This design comes from an exercise in tuning for small area on the open sky130 flow, not from production work.
The RTL was checked by simulation tests, not by an equivalence proof against the original design.
Power figures rest on the tool's default switching activity, not on a simulated workload.

Design themis_core, start of the top module:
module themis_core (
    input  wire        clk,
    input  wire        rst,
    input  wire        ev_valid,
    output wire        ev_ready,
    input  wire [25:0] ev_word,
    output reg         tx_valid,
    output wire        tx_bank,
    output wire [15:0] tx_word,
    output wire [1:0]  bank_sel,
    output wire [3:0]  trig,
    output reg  [31:0] overlap_faults
);
    localparam [1:0] ST_IDLE    = 2'd0;
    localparam [1:0] ST_ATTACK  = 2'd1;
    localparam [1:0] ST_DECAY   = 2'd2;
    localparam [1:0] ST_RELEASE = 2'd3;
    localparam [3:0] S_IDLE = 4'd0,  S_INIT = 4'd1,  S_PIT  = 4'd2,  S_VA  = 4'd3,
                     S_VB   = 4'd4,  S_VF   = 4'd5,  S_PRE  = 4'd6,  S_SGN = 4'd7,
                     S_LOAD = 4'd8,  S_EXT  = 4'd9,  S_DIV  = 4'd10, S_OUT = 4'd11;
    reg [6:0] a_att, a_dec, a_rel, f_att, f_dec, f_rel;
    reg [7:0] a_sus, f_sus;
    reg [6:0] a_vs, f_vs, kbd, env_amt, cutoff;
    reg [7:0] midi_note;
    reg [1:0] vca_st, vcf_st;
    reg [7:0] vcf_cnt;               
    reg [31:0] VL, VT, VD, FL, FT, FD, FS;
    reg [4:0] drum0, drum1, drum2, drum3;
    reg [4:0] phase;
    reg [1:0] ep;                    
    reg [1:0] bs;                    
    reg [15:0] sr;                   
    reg [4:0] bc;
    reg [3:0] st;
    reg       go;
    reg [3:0] job;
    reg       dwrap;                 
    reg       sgn;
    reg       need_init;             
    reg       c1, c2;                
    reg [7:0] acc;                   
    reg       fS, fL, c32;           
    reg [36:0] W;
    reg [13:0] R;
    assign ev_ready = (st == S_IDLE);
    assign bank_sel = bs;
    assign trig     = {drum3 != 5'd0, drum2 != 5'd0, drum1 != 5'd0, drum0 != 5'd0};
    wire       accept = ev_valid && ev_ready && !rst;
    wire [1:0] tag    = ev_word[25:24];
    wire [3:0] kind   = ev_word[23:20];
    wire [3:0] chan   = ev_word[19:16];
    wire [7:0] d1     = ev_word[15:8];
    wire [7:0] d2     = ev_word[7:0];
    wire [6:0] cc_val = d2[7] ? 7'd127 : d2[6:0];
    wire ev_midi  = accept && (tag == 2'd0);
    wire ev_tick  = accept && (tag == 2'd1);
    wire ev_done  = accept && (tag == 2'd2);
    wire ev_reset = accept && (tag == 2'd3);
  ...
clock: 12.0 ns
lec_check: 0
cap_margin: 20
core_margin: 2
core_utilization: 40
slew_margin: 20
buffer_ports_args: -buffer_cell sky130_fd_sc_hd__buf_1
cts_args: -sink_clustering_enable -repair_clock_nets -dont_use_dummy_load -buf_list sky130_fd_sc_hd__clkbuf_4 -sink_clustering_size 8 -sink_clustering_max_diameter 50
standard.sh (not shown) runs the stock make flow with config.mk's settings and CLKGATE_MAP_FILE= SYNTH_SCRIPT=/design/flow/synth_recipe.tcl, a recipe that flattens the netlist after the stock synthesis.
==> flow/flow/run.sh <==
#!/bin/bash
# The standard ORFS layout, with three changes to how it is made:
#  - the combinational logic of the standard synthesis is re-mapped by ABC for
#    area (flow/resyn.ys); every register stays the instance the standard
#    synthesis made, with its name and cell type;
#  - ports are buffered with the smallest buffer;
#  - the clock tree uses clkbuf_8 in clusters of at most 12 sinks, without
#    dummy loads.
# Each tool's output goes to a log file in this folder.
set -euo pipefail
W=$(pwd)
R=$W/orfs/results/sky130hd/themis_core/base
LIB=$FLOW_HOME/platforms/sky130hd/lib/sky130_fd_sc_hd__tt_025C_1v80.lib
YOSYS=$(command -v yosys || echo "$FLOW_HOME/../tools/install/yosys/bin/yosys")
cat >> config.mk <<'CFG'
export BUFFER_PORTS_ARGS = -buffer_cell sky130_fd_sc_hd__buf_1
export CTS_ARGS = -sink_clustering_enable -repair_clock_nets -dont_use_dummy_load -buf_list sky130_fd_sc_hd__clkbuf_4 -sink_clustering_size 8 -sink_clustering_max_diameter 50
CFG
bash standard.sh synth > synth.log 2>&1
cp "$R/1_2_yosys.v" "$W/std_1_2_yosys.v"
sed -e "s#@LIB@#$LIB#g" -e "s#@IN@#$W/std_1_2_yosys.v#" -e "s#@OUT@#$R/1_2_yosys.v#" flow/resyn.ys > resyn.ys
"$YOSYS" -l resyn.log -q resyn.ys > resyn.out 2>&1
rm -f "$R/1_synth.odb"
bash standard.sh > standard.log 2>&1
==> flow/flow/resyn.ys <==
# Re-map the combinational logic of the standard synthesis for area.
# Registers stay the instances the standard synthesis made (same names, same
# cell types); only the logic between them is re-mapped by ABC.
read_liberty -ignore_miss_func @LIB@
setattr -mod -set keep_hierarchy 1 sky130_fd_sc_hd__df* sky130_fd_sc_hd__edf* sky130_fd_sc_hd__sdf* sky130_fd_sc_hd__sedf* sky130_fd_sc_hd__dl*
read_verilog @IN@
hierarchy -top themis_core
flatten
opt -purge
abc -liberty @LIB@ -dont_use *lpflow* -dont_use *probe* -script +strash;dc2;dch,-f;amap;strash;dch,-f;amap
opt_clean -purge
splitnets
hilomap -singleton -hicell sky130_fd_sc_hd__conb_1 HI -locell sky130_fd_sc_hd__conb_1 LO
insbuf -buf sky130_fd_sc_hd__buf_1 A X
opt_clean -purge
stat -liberty @LIB@
blackbox A:keep_hierarchy
write_verilog -noattr -nohex -nodec @OUT@
Edit:
--- a/flow/flow/run.sh
+++ b/flow/flow/run.sh
@@ -15,5 +15,5 @@
 cat >> config.mk <<'CFG'
 export BUFFER_PORTS_ARGS = -buffer_cell sky130_fd_sc_hd__buf_1
-export CTS_ARGS = -sink_clustering_enable -repair_clock_nets -dont_use_dummy_load -buf_list sky130_fd_sc_hd__clkbuf_4 -sink_clustering_size 8 -sink_clustering_max_diameter 50
+export CTS_ARGS = -sink_clustering_enable -repair_clock_nets -dont_use_dummy_load -buf_list sky130_fd_sc_hd__clkbuf_8 -sink_clustering_size 12 -sink_clustering_max_diameter 80
 CFG
 bash standard.sh synth > synth.log 2>&1
Settings changed: CTS_ARGS -sink_clustering_enable -repair_clock_nets -dont_use_dummy_load -buf_list sky130_fd_sc_hd__clkbuf_4 -sink_clustering_size 8 -sink_clustering_max_diameter 50 to -sink_clustering_enable -repair_clock_nets -dont_use_dummy_load -buf_list sky130_fd_sc_hd__clkbuf_8 -sink_clustering_size 12 -sink_clustering_max_diameter 80.
The new run completed with no timing, DRC or antenna violations.
Total power rises slightly.
Hold slack loses 0.0099 ns.
Setup slack improves by 0.12 ns.
First-iteration DRC count drops slightly.
Wire length goes down slightly.
Combinational power stays flat.
Clock-buffer cell count goes down by 27.
Area after synthesis is unchanged.
Design area increases slightly.
Register-to-register slack is better by 0.12 ns.
Edit:
--- a/flow/flow/run.sh
+++ b/flow/flow/run.sh
@@ -15,5 +15,5 @@
 cat >> config.mk <<'CFG'
 export BUFFER_PORTS_ARGS = -buffer_cell sky130_fd_sc_hd__buf_1
-export CTS_ARGS = -sink_clustering_enable -repair_clock_nets -dont_use_dummy_load -buf_list sky130_fd_sc_hd__clkbuf_8 -sink_clustering_size 12 -sink_clustering_max_diameter 80
+export CTS_ARGS = -sink_clustering_enable -repair_clock_nets -dont_use_dummy_load -buf_list sky130_fd_sc_hd__clkbuf_8 -sink_clustering_size 16 -sink_clustering_max_diameter 60
 CFG
 bash standard.sh synth > synth.log 2>&1
Settings changed: CTS_ARGS -sink_clustering_enable -repair_clock_nets -dont_use_dummy_load -buf_list sky130_fd_sc_hd__clkbuf_8 -sink_clustering_size 12 -sink_clustering_max_diameter 80 to -sink_clustering_enable -repair_clock_nets -dont_use_dummy_load -buf_list sky130_fd_sc_hd__clkbuf_8 -sink_clustering_size 16 -sink_clustering_max_diameter 60.
Result: Critical path depth drops by 2; sequential power barely changes; area after synthesis is unchanged; via count barely changes; routed wire length drops slightly; die area does not change; power drops slightly; sequential share of layout area climbs by 0.15 points.
Edit:
--- a/flow/flow/run.sh
+++ b/flow/flow/run.sh
@@ -15,5 +15,5 @@
 cat >> config.mk <<'CFG'
 export BUFFER_PORTS_ARGS = -buffer_cell sky130_fd_sc_hd__buf_1
-export CTS_ARGS = -sink_clustering_enable -repair_clock_nets -dont_use_dummy_load -buf_list sky130_fd_sc_hd__clkbuf_8 -sink_clustering_size 16 -sink_clustering_max_diameter 60
+export CTS_ARGS = -sink_clustering_enable -repair_clock_nets -dont_use_dummy_load -buf_list sky130_fd_sc_hd__clkbuf_4 -sink_clustering_size 8 -sink_clustering_max_diameter 50
 CFG
 bash standard.sh synth > synth.log 2>&1
Settings changed: CTS_ARGS -sink_clustering_enable -repair_clock_nets -dont_use_dummy_load -buf_list sky130_fd_sc_hd__clkbuf_8 -sink_clustering_size 16 -sink_clustering_max_diameter 60 to -sink_clustering_enable -repair_clock_nets -dont_use_dummy_load -buf_list sky130_fd_sc_hd__clkbuf_4 -sink_clustering_size 8 -sink_clustering_max_diameter 50, GPL_TIMING_DRIVEN from default to 0.
Outcome: The changed run finished with timing, DRC and antenna clean. Critical path depth went up by 2. Global-route usage went down by 0.54 points. Via count went up by 1.2%. Total power stays flat. Utilization went up by 0.33 points. Register-to-register slack got worse by 1.5 ns. Final cell count went up by 2.4%.

========
lane 1:
Another version of the RTL of themis_core (not shown whole).
For scale: about 2100 cells after synthesis, roughly 86 I/O pins, about 20000 sq um of cells after synthesis.
export LEC_CHECK = 0
export CAP_MARGIN = 20
export CORE_MARGIN = 2
export CORE_UTILIZATION = 65
export CTS_BUF_LIST = sky130_fd_sc_hd__clkbuf_4
export SLEW_MARGIN = 20
create_clock -name core_clock -period 12.0 [get_ports {clk}]
run.sh (not shown) runs the stock make flow with config.mk's settings and CLKGATE_MAP_FILE= SYNTH_SCRIPT=/design/flow/synth_recipe.tcl, a recipe that flattens the netlist after the stock synthesis.
Stock flow here: none of the scripts above is used.
Edits applied to the flow inputs when going from lane 1 to lane 2:
# lane 1
export LEC_CHECK = 0
export CAP_MARGIN = 20
export CORE_MARGIN = 2
export CORE_UTILIZATION = 65
export CTS_BUF_LIST = sky130_fd_sc_hd__clkbuf_4
export SLEW_MARGIN = 20
create_clock -name core_clock -period 12.0 [get_ports {clk}]
# lane 2
export LEC_CHECK = 0
export CAP_MARGIN = 20
export CORE_MARGIN = 2
export CORE_UTILIZATION = 40
export SLEW_MARGIN = 20
create_clock -name core_clock -period 12.0 [get_ports {clk}]
==> comparison <==
Compared with lane 1, in lane 2 clock share of power moved up, non-clock buffer count moved up, delay of the slowest critical-path stage moved down, final net count moved down, combined area of all synthesized cells level. Static leakage power essentially unchanged between lane 1 and lane 2. Having completed the whole flow, lane 2 delivered a layout that passed the timing, DRC and antenna checks.
Relative to lane 2, the following input files were edited for lane 3:
# lane 2
export LEC_CHECK = 0
export CAP_MARGIN = 20
export CORE_MARGIN = 2
export CORE_UTILIZATION = 40
export SLEW_MARGIN = 20
create_clock -name core_clock -period 12.0 [get_ports {clk}]
# lane 3
export LEC_CHECK = 0
export ABC_AREA = 1
export CAP_MARGIN = 20
export CORE_MARGIN = 2
export CORE_UTILIZATION = 65
export SLEW_MARGIN = 20
create_clock -name core_clock -period 12.0 [get_ports {clk}]
[summary]
Lane 3 | status: complete | timing, DRC, antenna: pass
When lane 3 is measured against lane 2, its overall routed net length turns out about 17% higher.
Compared with lane 2, in lane 3 total of clock buffers placed in the layout now smaller, die boundary width moved down, pin count of the biggest net entering global routing up 21.
Status: worst hold slack after final layout parity (lane 2, lane 3)
A leading cell type in the layout, fill and taps excluded of dfxtp_1 is what lane 2 shows, while nand2_1 belongs to lane 3.
The final instance area in lane 3 sits about 0.4% below the value recorded for lane 2.
Fraction of registers with async set or reset after synthesis: lane 2 vs lane 3 identical
Taking lane 2 as the reference, in lane 3 die extent in y saw a decrease, maximum clock frequency saw an increase, number of cells traversed by the worst register-to-register path saw an increase.

========
themis_core, a different RTL version from the one above (not shown whole).
Size in the first run: roughly 86 I/O pins, roughly 17000 µm² of cells after synthesis.
export LEC_CHECK = 0
export CAP_MARGIN = 20
export CORE_MARGIN = 2
export CORE_UTILIZATION = 40
export SLEW_MARGIN = 20
export BUFFER_PORTS_ARGS = -buffer_cell sky130_fd_sc_hd__buf_1
export CTS_ARGS = -sink_clustering_enable -repair_clock_nets -dont_use_dummy_load -buf_list sky130_fd_sc_hd__clkbuf_4 -sink_clustering_size 8 -sink_clustering_max_diameter 50
create_clock -name core_clock -period 12.0 [get_ports {clk}]
standard.sh (not shown) runs the stock make flow with config.mk's settings and CLKGATE_MAP_FILE= SYNTH_SCRIPT=/design/flow/synth_recipe.tcl, a recipe that flattens the netlist after the stock synthesis.
==> flow/flow/run.sh <==
#!/bin/bash
# The standard ORFS layout, with three changes to how it is made:
#  - the combinational logic of the standard synthesis is re-mapped by ABC for
#    area (flow/resyn.ys); every register stays the instance the standard
#    synthesis made, with its name and cell type;
#  - ports are buffered with the smallest buffer;
#  - the clock tree uses clkbuf_4 in clusters of at most 8 sinks, without
#    dummy loads.
# Each tool's output goes to a log file in this folder.
set -euo pipefail
W=$(pwd)
R=$W/orfs/results/sky130hd/themis_core/base
LIB=$FLOW_HOME/platforms/sky130hd/lib/sky130_fd_sc_hd__tt_025C_1v80.lib
YOSYS=$(command -v yosys || echo "$FLOW_HOME/../tools/install/yosys/bin/yosys")
cat >> config.mk <<'CFG'
export BUFFER_PORTS_ARGS = -buffer_cell sky130_fd_sc_hd__buf_1
export CTS_ARGS = -sink_clustering_enable -repair_clock_nets -dont_use_dummy_load -buf_list sky130_fd_sc_hd__clkbuf_4 -sink_clustering_size 8 -sink_clustering_max_diameter 50
CFG
bash standard.sh synth > synth.log 2>&1
cp "$R/1_2_yosys.v" "$W/std_1_2_yosys.v"
sed -e "s#@LIB@#$LIB#g" -e "s#@IN@#$W/std_1_2_yosys.v#" -e "s#@OUT@#$R/1_2_yosys.v#" flow/resyn.ys > resyn.ys
"$YOSYS" -l resyn.log -q resyn.ys > resyn.out 2>&1
rm -f "$R/1_synth.odb"
bash standard.sh > standard.log 2>&1
==> flow/flow/resyn.ys <==
# Re-map the combinational logic of the standard synthesis for area.
# Registers stay the instances the standard synthesis made (same names, same
# cell types); only the logic between them is re-mapped by ABC.
read_liberty -ignore_miss_func @LIB@
setattr -mod -set keep_hierarchy 1 sky130_fd_sc_hd__df* sky130_fd_sc_hd__edf* sky130_fd_sc_hd__sdf* sky130_fd_sc_hd__sedf* sky130_fd_sc_hd__dl*
read_verilog @IN@
hierarchy -top themis_core
flatten
opt -purge
abc -liberty @LIB@ -dont_use *lpflow* -dont_use *probe* -script +strash;ifraig;dc2;dc2;dch,-f;amap,-F,50,-A,30;topo
opt_clean -purge
splitnets
hilomap -singleton -hicell sky130_fd_sc_hd__conb_1 HI -locell sky130_fd_sc_hd__conb_1 LO
insbuf -buf sky130_fd_sc_hd__buf_1 A X
opt_clean -purge
stat -liberty @LIB@
blackbox A:keep_hierarchy
write_verilog -noattr -nohex -nodec @OUT@
The baseline ran to the end with no violations.
Then changed:
--- a/flow/flow/run.sh
+++ b/flow/flow/run.sh
@@ -7 +7 @@
-#  - the clock tree uses clkbuf_4 in clusters of at most 8 sinks, without
+#  - the clock tree uses clkbuf_8 in clusters of at most 12 sinks, without
--- a/flow/flow/resyn.ys
+++ b/flow/flow/resyn.ys
@@ -10 +10 @@
-abc -liberty @LIB@ -dont_use *lpflow* -dont_use *probe* -script +strash;ifraig;dc2;dc2;dch,-f;amap,-F,50,-A,30;topo
+abc -liberty @LIB@ -dont_use *lpflow* -dont_use *probe* -script +strash;dc2;dch,-f;amap;strash;dch,-f;amap
Cell count went up by a few percent. Via count went up by a few percent. Routed wire length went down slightly. Global-route usage went down by 0.23 points. Synthesized area went up slightly. Non-clock buffer count went down by 3. Fmax went down by a few percent. Register-to-register slack degrades by 0.28 ns. Synthesized cell count went up by a few percent. Cell area went up slightly. Clock-buffer cell count is unchanged.

[port drivers added, routing unchanged]
The results above use ideal ports. As a check the final layouts listed here were re-extracted and re-timed, cells and wires unchanged.
Step 1 sets driving cells, clkbuf_16 on the clock port and buf_2 on the other inputs (assumed; they add their load-dependent delay and slew).
Step 2 also shifts input and output timing later by t, the mid clock arrival at the registers, as if the neighbouring blocks saw the same clock.
Three values: ideal, step 1, step 2; two values: the first two.
run | shift t [ns] | setup WS [ns] | worst setup path after step 2 | latest minus earliest clock arrival (ns) | slew at the worst register clock pin (ns)
the first run of note 1 | 0.818 | 4.157 / 4.157 / 4.157 | register to register | 0.108 / 0.108 | 0.10 / 0.10
the second run of note 1 | 0.658 | 4.275 / 4.275 / 4.275 | register to register | 0.063 / 0.063 | 0.10 / 0.10
the third run of note 1 | 0.658 | 4.237 / 4.237 / 4.237 | register to register | 0.086 / 0.086 | 0.11 / 0.11
the fourth run of note 1 | 0.806 | 2.691 / 2.691 / 2.691 | register to register | 0.121 / 0.121 | 0.10 / 0.10
lane 1 | 0.877 | 4.608 / 4.608 / 4.608 | register to register | 0.049 / 0.049 | 0.08 / 0.08
lane 2 | 0.659 | 4.557 / 4.557 / 4.557 | register to register | 0.032 / 0.032 | 0.07 / 0.07
lane 3 | 0.623 | 5.388 / 5.388 / 5.388 | register to register | 0.041 / 0.041 | 0.08 / 0.08
the first run of note 3 | 0.787 | 4.211 / 4.211 / 4.211 | register to register | 0.098 / 0.098 | 0.10 / 0.10
the second run of note 3 | 0.832 | 3.931 / 3.931 / 3.931 | register to register | 0.097 / 0.098 | 0.10 / 0.10
After both steps every run listed still meets setup and hold.
